This design comes from an exercise in tuning for small area, a short achievable clock period and few clock cycles on the open sky130 flow, not from production work.
Where RTL was checked, it was by simulation tests only, not by an equivalence proof against the original.
Power figures rest on the tool's default switching activity, not on a simulated workload.

==> inputs of trial 71 <==
## vwac
module vwac (
  input  wire        clk,
  input  wire        rst,         
  input  wire        bus_valid,   
  input  wire        bus_write,   
  input  wire [11:0] bus_addr,    
  input  wire [31:0] bus_wdata,
  output reg  [31:0] bus_rdata    
);
export LEC_CHECK = 0
export CAP_MARGIN = 20
export CORE_MARGIN = 2
export CORE_UTILIZATION = 30
export PLACE_DENSITY = 0.35
export SLEW_MARGIN = 20
create_clock -name core_clock -period 11.0 [get_ports {clk}]
run.sh (not shown) runs the stock make flow with config.mk's settings and CLKGATE_MAP_FILE= SYNTH_SCRIPT=/design/flow/synth_recipe.tcl, a recipe that flattens the netlist after the stock synthesis.
==> build 27: changes against trial 71 <==
--- a/flow/design.v
+++ b/flow/design.v
@@ -314,10 +314,14 @@
   reg [3:0]   pk_id;
   reg [3:0]   pk_s;
   reg [5:0]   pk_len;
   reg [1:0]   bi;
   reg [1:0]   carry;
+  reg         v2;             
+  reg [7:0]   ins_r;
+  reg [2:0]   wc;             
+  reg [6:0]   wb;
   reg [1:0]   ph;             
   reg [6:0]   bp;
   reg [2:0]   gc;
   reg [7:0]   gg;
   reg [5:0]   gn;
@@ -339,51 +343,50 @@
   wire wr_reg  = wr_ok & a_lo & (bus_addr[7:6] == 2'b00);
   wire wr_pay  = wr_ok & a_lo & (bus_addr[7:6] == 2'b01) & (bus_addr[5:4] == 2'b00);
   wire wr_cmd  = wr_reg & (bus_addr[5:2] == 4'd0) & ~fault & (bus_wdata[1:0] != 2'd0);
   wire wr_inl  = wr_reg & (bus_addr[5:2] == 4'd3);
   wire wr_hdr  = wr_reg & (bus_addr[5:2] == 4'd4);
-  wire [5:0]  port_idx = host_cin_rd ? a_k : r;
-  wire [15:0] port_q   = char_in[port_idx];
+  reg  [63:0] psel;
+  reg  [15:0] port_q;
+  integer e;
+  always @* begin
+    port_q = 16'd0;
+    for (e = 0; e < 64; e = e + 1) begin
+      psel[e] = host_cin_rd ? (a_k == e) : (r == e);
+      port_q  = port_q | ({16{psel[e]}} & char_in[e]);
+    end
+  end
   reg  [7:0]  co_lo, co_hi;
   integer j;
   always @* begin
     co_lo = 8'd0;
     for (j = 0; j < 28; j = j + 1)
-      if (a_k[4:0] == j) co_lo = co[8*j +: 8];
+      co_lo = co_lo | ({8{a_k[4:0] == j}} & co[8*j +: 8]);
     co_hi = 8'd0;
     for (j = 0; j < 14; j = j + 1)
-      if (a_k[3:0] == j) co_hi = co[8*(14+j) +: 8];
+      co_hi = co_hi | ({8{a_k[3:0] == j}} & co[8*(14+j) +: 8]);
   end
   wire co_valid = ({1'b0, a_k} < {2'b00, out_len});
-  wire [15:0] co_unit = co_valid ? {out_wide ? co_hi : 8'h00, co_lo} : 16'd0;
-  reg [31:0] rd_val;
-  always @* begin
-    rd_val = 32'd0;
-    if (a_lo) begin
-      if (bus_addr[7:6] == 2'b00) begin
-        case (bus_addr[5:2])
-          4'd1: rd_val = {23'd0, st_ovr, st_res, fault, st_ok, st_done, busy};
-          4'd2: rd_val = 32'd112;
-          4'd3: rd_val = {16'd0, in_len};
-          4'd4: rd_val = {20'd0, hdr};
-          4'd5: rd_val = {27'd0, out_len};
-          default: rd_val = 32'd0;
-        endcase
-      end else if (bus_addr[7:6] == 2'b01) begin
-        case (bus_addr[5:2])
-          4'd0: rd_val = payload[31:0];
-          4'd1: rd_val = payload[63:32];
-          4'd2: rd_val = payload[95:64];
-          4'd3: rd_val = {16'd0, payload[111:96]};
-          default: rd_val = 32'd0;
-        endcase
-      end
-    end else if (a_cin)
-      rd_val = {16'd0, port_q};
-    else if (a_cout)
-      rd_val = {16'd0, co_unit};
-  end
+  wire [15:0] co_unit = {16{co_valid}} & {out_wide ? co_hi : 8'h00, co_lo};
+  wire a_reg = a_lo & (bus_addr[7:6] == 2'b00);
+  wire a_pay = a_lo & (bus_addr[7:6] == 2'b01) & (bus_addr[5:4] == 2'b00);
+  wire [31:0] rd_reg =
+      ({32{bus_addr[5:2] == 4'd1}} & {23'd0, st_ovr, st_res, fault, st_ok, st_done, busy})
+    | ({32{bus_addr[5:2] == 4'd2}} & 32'd112)
+    | ({32{bus_addr[5:2] == 4'd3}} & {16'd0, in_len})
+    | ({32{bus_addr[5:2] == 4'd4}} & {20'd0, hdr})
+    | ({32{bus_addr[5:2] == 4'd5}} & {27'd0, out_len});
+  wire [31:0] rd_pay =
+      ({32{bus_addr[3:2] == 2'd0}} & payload[31:0])
+    | ({32{bus_addr[3:2] == 2'd1}} & payload[63:32])
+    | ({32{bus_addr[3:2] == 2'd2}} & payload[95:64])
+    | ({32{bus_addr[3:2] == 2'd3}} & {16'd0, payload[111:96]});
+  wire [31:0] rd_val =
+      ({32{a_reg}} & rd_reg)
+    | ({32{a_pay}} & rd_pay)
+    | ({32{a_cin}} & {16'd0, port_q})
+    | ({32{a_cout}} & {16'd0, co_unit});
   always @(posedge clk)
     bus_rdata <= rd_val;
   wire [15:0] cin_d = bus_wdata[15:0] & {16{~rst}};
   genvar gi;
   generate
@@ -480,10 +483,25 @@
     end else
       g_bad = 1'b1;
   end
   wire [20:0] g_cpm = g_cp - 21'h10000;
   wire        g_sup = (g_cp[20:16] != 5'd0);
+  reg  [14:0] comb;
+  always @* begin
+    case (pk_s)
+      4'd4:    comb = {4'd0, wb, ins_r[3:0]};
+      4'd5:    comb = {3'd0, wb, ins_r[4:0]};
+      4'd6:    comb = {2'd0, wb, ins_r[5:0]};
+      4'd7:    comb = {1'd0, wb, ins_r[6:0]};
+      default: comb = {wb, ins_r[7:0]};
+    endcase
+  end
+  wire [3:0]  tot   = {1'b0, wc} + pk_s;
+  wire [7:0]  wbyte = comb >> (tot[2:0]);
+  wire [3:0]  wstep = step_of(win);
+  wire [2:0]  lsm   = in_len[2:0] * wstep[2:0];
+  wire [2:0]  wpad  = 3'd0 - lsm;
   wire fold_st = (st == S_IDLE) | (st == S_FAULT) | (st == S_ESCAN) | (st == S_ESTART);
   wire consume = v & pk_last & (st == S_EPACK);
   reg  rd_now;
   always @* begin
     case (st)
@@ -492,11 +510,11 @@
       S_EPACK:         rd_now = ({10'd0, r} < in_len) & (~v | consume) & port_free;
       default:         rd_now = 1'b0;
     endcase
   end
   wire fold_now = v & fold_st;
-  wire [5:0] r_eff = r + {5'd0, rd_now};
+  wire [5:0] r_eff = r + {5'd0, pend};
   always @(posedge clk) begin
     if (rst) begin
       st <= S_IDLE;
       st_done <= 1'b0; st_ok <= 1'b0; st_ovr <= 1'b0; st_res <= 4'd0;
       in_len <= 16'd0; hdr <= 12'd0; payload <= 112'd0;
@@ -569,26 +587,26 @@
             end
             st <= S_ESCAN;
           end else if (L_short) begin
             if (a_lat) begin
               pk_mode <= M_LATIN; pk_id <= 4'd10; pk_s <= 4'd8; pk_len <= in_len[5:0];
-              r <= 6'd0; acc <= 112'd0; bi <= 2'd0;
+              r <= 6'd0; acc <= 112'd0; bi <= 2'd0; v2 <= 1'b0; wc <= 3'd0;
               st <= S_EPACK;
             end else if (a_ubad | a_upend) begin
               st_done <= 1'b1; st_res <= R_BAD_U16; st <= S_FAULT;
             end else if (a_ub > 4'd14) begin
               st_done <= 1'b1; st_res <= R_NOFIT; st <= S_IDLE;
             end else begin
               pk_mode <= M_UTF; pk_id <= 4'd0; pk_s <= 4'd8; pk_len <= {2'b00, a_ub};
-              r <= 6'd0; acc <= 112'd0; bi <= 2'd0;
+              r <= 6'd0; acc <= 112'd0; bi <= 2'd0; v2 <= 1'b0; wc <= 3'd0;
               st <= S_EPACK;
             end
           end else if (win == 4'd0) begin
             st_done <= 1'b1; st_res <= R_NOFIT; st <= S_IDLE;
           end else begin
-            pk_mode <= M_ALPHA; pk_id <= win; pk_s <= step_of(win); pk_len <= in_len[5:0];
-            r <= 6'd0; acc <= 112'd0; bi <= 2'd0;
+            pk_mode <= M_ALPHA; pk_id <= win; pk_s <= wstep; pk_len <= in_len[5:0];
+            r <= 6'd0; acc <= 112'd0; bi <= 2'd0; v2 <= 1'b0; wc <= wpad; wb <= 7'd0;
             st <= S_EPACK;
           end
         end
         S_ESCAN: begin
           if (({10'd0, r} == in_len) && !v) st <= S_ESTART;
@@ -597,19 +615,23 @@
           if (v) begin
             if (pk_mode == M_UTF) begin
               bi <= pk_last ? 2'd0 : bi + 2'd1;
               if (u_hs && bi == 2'd1) carry <= hs_w[1:0];
             end
-            case (pk_mode == M_ALPHA ? pk_s : 4'd8)
-              4'd4:    acc <= {acc[107:0], pk_code[3:0]};
-              4'd5:    acc <= {acc[106:0], pk_code[4:0]};
-              4'd6:    acc <= {acc[105:0], pk_code[5:0]};
-              4'd7:    acc <= {acc[104:0], pk_code[6:0]};
-              default: acc <= {acc[103:0], (pk_mode == M_UTF) ? ubyte : u_r[7:0]};
-            endcase
+            ins_r <= (pk_mode == M_ALPHA) ? {1'b0, pk_code} :
+                     (pk_mode == M_UTF)   ? ubyte : u_r[7:0];
+          end
+          v2 <= v;
+          if (v2) begin
+            if (tot[3]) begin
+              acc <= {acc[103:0], wbyte};
+              wc <= tot[2:0];
+            end else
+              wc <= tot[2:0];
+            wb <= comb[6:0];
           end
-          if (({10'd0, r} == in_len) && (!v || consume)) st <= S_ECOMMIT;
+          if (({10'd0, r} == in_len) && !v) st <= S_ECOMMIT;
         end
         S_ECOMMIT: begin
           hdr <= {2'b10, pk_id, pk_len};
           payload <= acc;
           for (j = 0; j < 14; j = j + 1) begin
==> flow/flow/run.sh (new file) <==
#!/bin/bash
set -euo pipefail
MARGIN=7
make() { command make "$@" SETUP_SLACK_MARGIN=$MARGIN; }
export -f make
export MARGIN
bash standard.sh finish > run_flow.log 2>&1
==> flow/standard.sh (new file) <==
#!/bin/bash
# synth_recipe.tcl (not shown) runs the flow's synth.tcl, then flattens the netlist and writes it again
# the make line also repeats each setting of config.mk as NAME=value (left out here)
make -C /OpenROAD-flow-scripts/flow DESIGN_CONFIG=/design/flow/config.mk WORK_HOME=/design/flow/orfs CLKGATE_MAP_FILE= SYNTH_SCRIPT=/design/flow/synth_recipe.tcl "${@:-finish}"
--- a/flow/config.mk
+++ b/flow/config.mk
@@ -5,8 +5,8 @@
 export SDC_FILE = /design/flow/constraint.sdc
 export NUM_CORES = 8
 export LEC_CHECK = 0
 export CAP_MARGIN = 20
 export CORE_MARGIN = 2
-export CORE_UTILIZATION = 30
-export PLACE_DENSITY = 0.35
+export CORE_UTILIZATION = 55
+export PLACE_DENSITY = 0.65
 export SLEW_MARGIN = 20
removed: flow/run.sh
==> build 1: changes against trial 71 <==
--- a/flow/design.v
+++ b/flow/design.v
@@ -314,10 +314,14 @@
   reg [3:0]   pk_id;
   reg [3:0]   pk_s;
   reg [5:0]   pk_len;
   reg [1:0]   bi;
   reg [1:0]   carry;
+  reg         v2;             
+  reg [7:0]   ins_r;
+  reg [2:0]   wc;             
+  reg [6:0]   wb;
   reg [1:0]   ph;             
   reg [6:0]   bp;
   reg [2:0]   gc;
   reg [7:0]   gg;
   reg [5:0]   gn;
@@ -339,51 +343,50 @@
   wire wr_reg  = wr_ok & a_lo & (bus_addr[7:6] == 2'b00);
   wire wr_pay  = wr_ok & a_lo & (bus_addr[7:6] == 2'b01) & (bus_addr[5:4] == 2'b00);
   wire wr_cmd  = wr_reg & (bus_addr[5:2] == 4'd0) & ~fault & (bus_wdata[1:0] != 2'd0);
   wire wr_inl  = wr_reg & (bus_addr[5:2] == 4'd3);
   wire wr_hdr  = wr_reg & (bus_addr[5:2] == 4'd4);
-  wire [5:0]  port_idx = host_cin_rd ? a_k : r;
-  wire [15:0] port_q   = char_in[port_idx];
+  reg  [63:0] psel;
+  reg  [15:0] port_q;
+  integer e;
+  always @* begin
+    port_q = 16'd0;
+    for (e = 0; e < 64; e = e + 1) begin
+      psel[e] = host_cin_rd ? (a_k == e) : (r == e);
+      port_q  = port_q | ({16{psel[e]}} & char_in[e]);
+    end
+  end
   reg  [7:0]  co_lo, co_hi;
   integer j;
   always @* begin
     co_lo = 8'd0;
     for (j = 0; j < 28; j = j + 1)
-      if (a_k[4:0] == j) co_lo = co[8*j +: 8];
+      co_lo = co_lo | ({8{a_k[4:0] == j}} & co[8*j +: 8]);
     co_hi = 8'd0;
     for (j = 0; j < 14; j = j + 1)
-      if (a_k[3:0] == j) co_hi = co[8*(14+j) +: 8];
+      co_hi = co_hi | ({8{a_k[3:0] == j}} & co[8*(14+j) +: 8]);
   end
   wire co_valid = ({1'b0, a_k} < {2'b00, out_len});
-  wire [15:0] co_unit = co_valid ? {out_wide ? co_hi : 8'h00, co_lo} : 16'd0;
-  reg [31:0] rd_val;
-  always @* begin
-    rd_val = 32'd0;
-    if (a_lo) begin
-      if (bus_addr[7:6] == 2'b00) begin
-        case (bus_addr[5:2])
-          4'd1: rd_val = {23'd0, st_ovr, st_res, fault, st_ok, st_done, busy};
-          4'd2: rd_val = 32'd112;
-          4'd3: rd_val = {16'd0, in_len};
-          4'd4: rd_val = {20'd0, hdr};
-          4'd5: rd_val = {27'd0, out_len};
-          default: rd_val = 32'd0;
-        endcase
-      end else if (bus_addr[7:6] == 2'b01) begin
-        case (bus_addr[5:2])
-          4'd0: rd_val = payload[31:0];
-          4'd1: rd_val = payload[63:32];
-          4'd2: rd_val = payload[95:64];
-          4'd3: rd_val = {16'd0, payload[111:96]};
-          default: rd_val = 32'd0;
-        endcase
-      end
-    end else if (a_cin)
-      rd_val = {16'd0, port_q};
-    else if (a_cout)
-      rd_val = {16'd0, co_unit};
-  end
+  wire [15:0] co_unit = {16{co_valid}} & {out_wide ? co_hi : 8'h00, co_lo};
+  wire a_reg = a_lo & (bus_addr[7:6] == 2'b00);
+  wire a_pay = a_lo & (bus_addr[7:6] == 2'b01) & (bus_addr[5:4] == 2'b00);
+  wire [31:0] rd_reg =
+      ({32{bus_addr[5:2] == 4'd1}} & {23'd0, st_ovr, st_res, fault, st_ok, st_done, busy})
+    | ({32{bus_addr[5:2] == 4'd2}} & 32'd112)
+    | ({32{bus_addr[5:2] == 4'd3}} & {16'd0, in_len})
+    | ({32{bus_addr[5:2] == 4'd4}} & {20'd0, hdr})
+    | ({32{bus_addr[5:2] == 4'd5}} & {27'd0, out_len});
+  wire [31:0] rd_pay =
+      ({32{bus_addr[3:2] == 2'd0}} & payload[31:0])
+    | ({32{bus_addr[3:2] == 2'd1}} & payload[63:32])
+    | ({32{bus_addr[3:2] == 2'd2}} & payload[95:64])
+    | ({32{bus_addr[3:2] == 2'd3}} & {16'd0, payload[111:96]});
+  wire [31:0] rd_val =
+      ({32{a_reg}} & rd_reg)
+    | ({32{a_pay}} & rd_pay)
+    | ({32{a_cin}} & {16'd0, port_q})
+    | ({32{a_cout}} & {16'd0, co_unit});
   always @(posedge clk)
     bus_rdata <= rd_val;
   wire [15:0] cin_d = bus_wdata[15:0] & {16{~rst}};
   genvar gi;
   generate
@@ -480,10 +483,25 @@
     end else
       g_bad = 1'b1;
   end
   wire [20:0] g_cpm = g_cp - 21'h10000;
   wire        g_sup = (g_cp[20:16] != 5'd0);
+  reg  [14:0] comb;
+  always @* begin
+    case (pk_s)
+      4'd4:    comb = {4'd0, wb, ins_r[3:0]};
+      4'd5:    comb = {3'd0, wb, ins_r[4:0]};
+      4'd6:    comb = {2'd0, wb, ins_r[5:0]};
+      4'd7:    comb = {1'd0, wb, ins_r[6:0]};
+      default: comb = {wb, ins_r[7:0]};
+    endcase
+  end
+  wire [3:0]  tot   = {1'b0, wc} + pk_s;
+  wire [7:0]  wbyte = comb >> (tot[2:0]);
+  wire [3:0]  wstep = step_of(win);
+  wire [2:0]  lsm   = in_len[2:0] * wstep[2:0];
+  wire [2:0]  wpad  = 3'd0 - lsm;
   wire fold_st = (st == S_IDLE) | (st == S_FAULT) | (st == S_ESCAN) | (st == S_ESTART);
   wire consume = v & pk_last & (st == S_EPACK);
   reg  rd_now;
   always @* begin
     case (st)
@@ -492,11 +510,11 @@
       S_EPACK:         rd_now = ({10'd0, r} < in_len) & (~v | consume) & port_free;
       default:         rd_now = 1'b0;
     endcase
   end
   wire fold_now = v & fold_st;
-  wire [5:0] r_eff = r + {5'd0, rd_now};
+  wire [5:0] r_eff = r + {5'd0, pend};
   always @(posedge clk) begin
     if (rst) begin
       st <= S_IDLE;
       st_done <= 1'b0; st_ok <= 1'b0; st_ovr <= 1'b0; st_res <= 4'd0;
       in_len <= 16'd0; hdr <= 12'd0; payload <= 112'd0;
@@ -569,26 +587,26 @@
             end
             st <= S_ESCAN;
           end else if (L_short) begin
             if (a_lat) begin
               pk_mode <= M_LATIN; pk_id <= 4'd10; pk_s <= 4'd8; pk_len <= in_len[5:0];
-              r <= 6'd0; acc <= 112'd0; bi <= 2'd0;
+              r <= 6'd0; acc <= 112'd0; bi <= 2'd0; v2 <= 1'b0; wc <= 3'd0;
               st <= S_EPACK;
             end else if (a_ubad | a_upend) begin
               st_done <= 1'b1; st_res <= R_BAD_U16; st <= S_FAULT;
             end else if (a_ub > 4'd14) begin
               st_done <= 1'b1; st_res <= R_NOFIT; st <= S_IDLE;
             end else begin
               pk_mode <= M_UTF; pk_id <= 4'd0; pk_s <= 4'd8; pk_len <= {2'b00, a_ub};
-              r <= 6'd0; acc <= 112'd0; bi <= 2'd0;
+              r <= 6'd0; acc <= 112'd0; bi <= 2'd0; v2 <= 1'b0; wc <= 3'd0;
               st <= S_EPACK;
             end
           end else if (win == 4'd0) begin
             st_done <= 1'b1; st_res <= R_NOFIT; st <= S_IDLE;
           end else begin
-            pk_mode <= M_ALPHA; pk_id <= win; pk_s <= step_of(win); pk_len <= in_len[5:0];
-            r <= 6'd0; acc <= 112'd0; bi <= 2'd0;
+            pk_mode <= M_ALPHA; pk_id <= win; pk_s <= wstep; pk_len <= in_len[5:0];
+            r <= 6'd0; acc <= 112'd0; bi <= 2'd0; v2 <= 1'b0; wc <= wpad; wb <= 7'd0;
             st <= S_EPACK;
           end
         end
         S_ESCAN: begin
           if (({10'd0, r} == in_len) && !v) st <= S_ESTART;
@@ -597,19 +615,23 @@
           if (v) begin
             if (pk_mode == M_UTF) begin
               bi <= pk_last ? 2'd0 : bi + 2'd1;
               if (u_hs && bi == 2'd1) carry <= hs_w[1:0];
             end
-            case (pk_mode == M_ALPHA ? pk_s : 4'd8)
-              4'd4:    acc <= {acc[107:0], pk_code[3:0]};
-              4'd5:    acc <= {acc[106:0], pk_code[4:0]};
-              4'd6:    acc <= {acc[105:0], pk_code[5:0]};
-              4'd7:    acc <= {acc[104:0], pk_code[6:0]};
-              default: acc <= {acc[103:0], (pk_mode == M_UTF) ? ubyte : u_r[7:0]};
-            endcase
+            ins_r <= (pk_mode == M_ALPHA) ? {1'b0, pk_code} :
+                     (pk_mode == M_UTF)   ? ubyte : u_r[7:0];
+          end
+          v2 <= v;
+          if (v2) begin
+            if (tot[3]) begin
+              acc <= {acc[103:0], wbyte};
+              wc <= tot[2:0];
+            end else
+              wc <= tot[2:0];
+            wb <= comb[6:0];
           end
-          if (({10'd0, r} == in_len) && (!v || consume)) st <= S_ECOMMIT;
+          if (({10'd0, r} == in_len) && !v) st <= S_ECOMMIT;
         end
         S_ECOMMIT: begin
           hdr <= {2'b10, pk_id, pk_len};
           payload <= acc;
           for (j = 0; j < 14; j = j + 1) begin
--- a/flow/config.mk
+++ b/flow/config.mk
@@ -5,8 +5,9 @@
 export SDC_FILE = /design/flow/constraint.sdc
 export NUM_CORES = 8
 export LEC_CHECK = 0
 export CAP_MARGIN = 20
 export CORE_MARGIN = 2
-export CORE_UTILIZATION = 30
-export PLACE_DENSITY = 0.35
+export CORE_UTILIZATION = 55
+export PLACE_DENSITY = 0.65
+export SETUP_SLACK_MARGIN = 5
 export SLEW_MARGIN = 20
==> comparison table <==
|  | trial 71 | build 1 | build 27 |
|---|---|---|---|
| Outcome | finished clean | finished clean | finished clean |
| Sink of the worst hold path | co[218] | co[223] | co[221] |
| Part of the power in the clock network | 45.7% | 42.5% | 42.3% |
| Core area | 0.290 mm² | 0.150 mm² | 0.150 mm² |
| Tapcells | 3900 | 2016 | 2016 |
| Post-synthesis register bit count | 1801 | 1820 | 1820 |
| Final setup skew | 0.0633 ns | 0.0949 ns | 0.0926 ns |
| Sequential power | 8.00 mW | 8.00 mW | 8.02 mW |
| Crit path max fanout | 74 | 16 | 5 |
| Share of the core filled with cells | 35.0% | 62.7% | 69.1% |
| Clock buffer cells | 280 | 230 | 231 |
| Effective utilization at floorplan | 30.1% | 55.4% | 55.4% |
| Die Footprint | 0.296 mm² | 0.154 mm² | 0.154 mm² |
| Worst flop-to-flop path startpoint | u_r[6] | u_r[7] | u_r[12] |
| Capture point of the worst reg-to-reg path | acc[3] | ins_r[3] | ins_r[3] |
| Vias per cell | 6.39 | 7.63 | 7.76 |
| Comb power frac | 4.6% | 3.9% | 4.7% |
| Mean instance size in the synthesized netlist | 11.5 µm² | 12.5 µm² | 12.5 µm² |
| Sink Count | 1801 | 1820 | 1820 |
| Worst slew margin relative to its limit | 14.7% | 8.25% | 16.2% |
| Post CTS Setup Buffer Count | 0 | 8 | 356 |
Testbench counts of build 27, summed over its fixed seeds: cycles 51,516.
Testbench counts of build 1, summed over its fixed seeds: cycles 51,516.
Function not checked in trial 71: the RTL went through the layout flow alone.

## re-timing with driven ports
The flow's constraints put no driver on any port. The routed layouts listed below were extracted and timed again, unchanged, in two steps.
Step 1 sets driving cells, clkbuf_16 on the clock port and buf_2 on the other inputs (assumed; they add their load-dependent delay and slew).
Step 2, shift: input delay + t, output delay - t, t = (earliest + latest rising clock arrival at the registers) / 2. This alone moves slack from input paths to output paths.
Slacks: no drivers / after step 1 / after step 2; pairs: no drivers / after step 1.
run | t (ns) | setup slack, ns | hold slack, ns
trial 71 | 0.993 | 3.149 / 3.215 / 2.222 | 0.417 / 0.417 / 0.417
build 27 | 0.943 | 5.912 / 5.965 / 5.023 | 0.418 / 0.418 / 0.418
build 1 | 0.930 | 4.741 / 4.792 / 3.862 | 0.425 / 0.425 / 0.425
After both steps every run listed still meets setup and hold. For trial 71, which loses most, drivers alone change the setup slack by +0.066 ns; drivers and shift together by -0.927 ns.
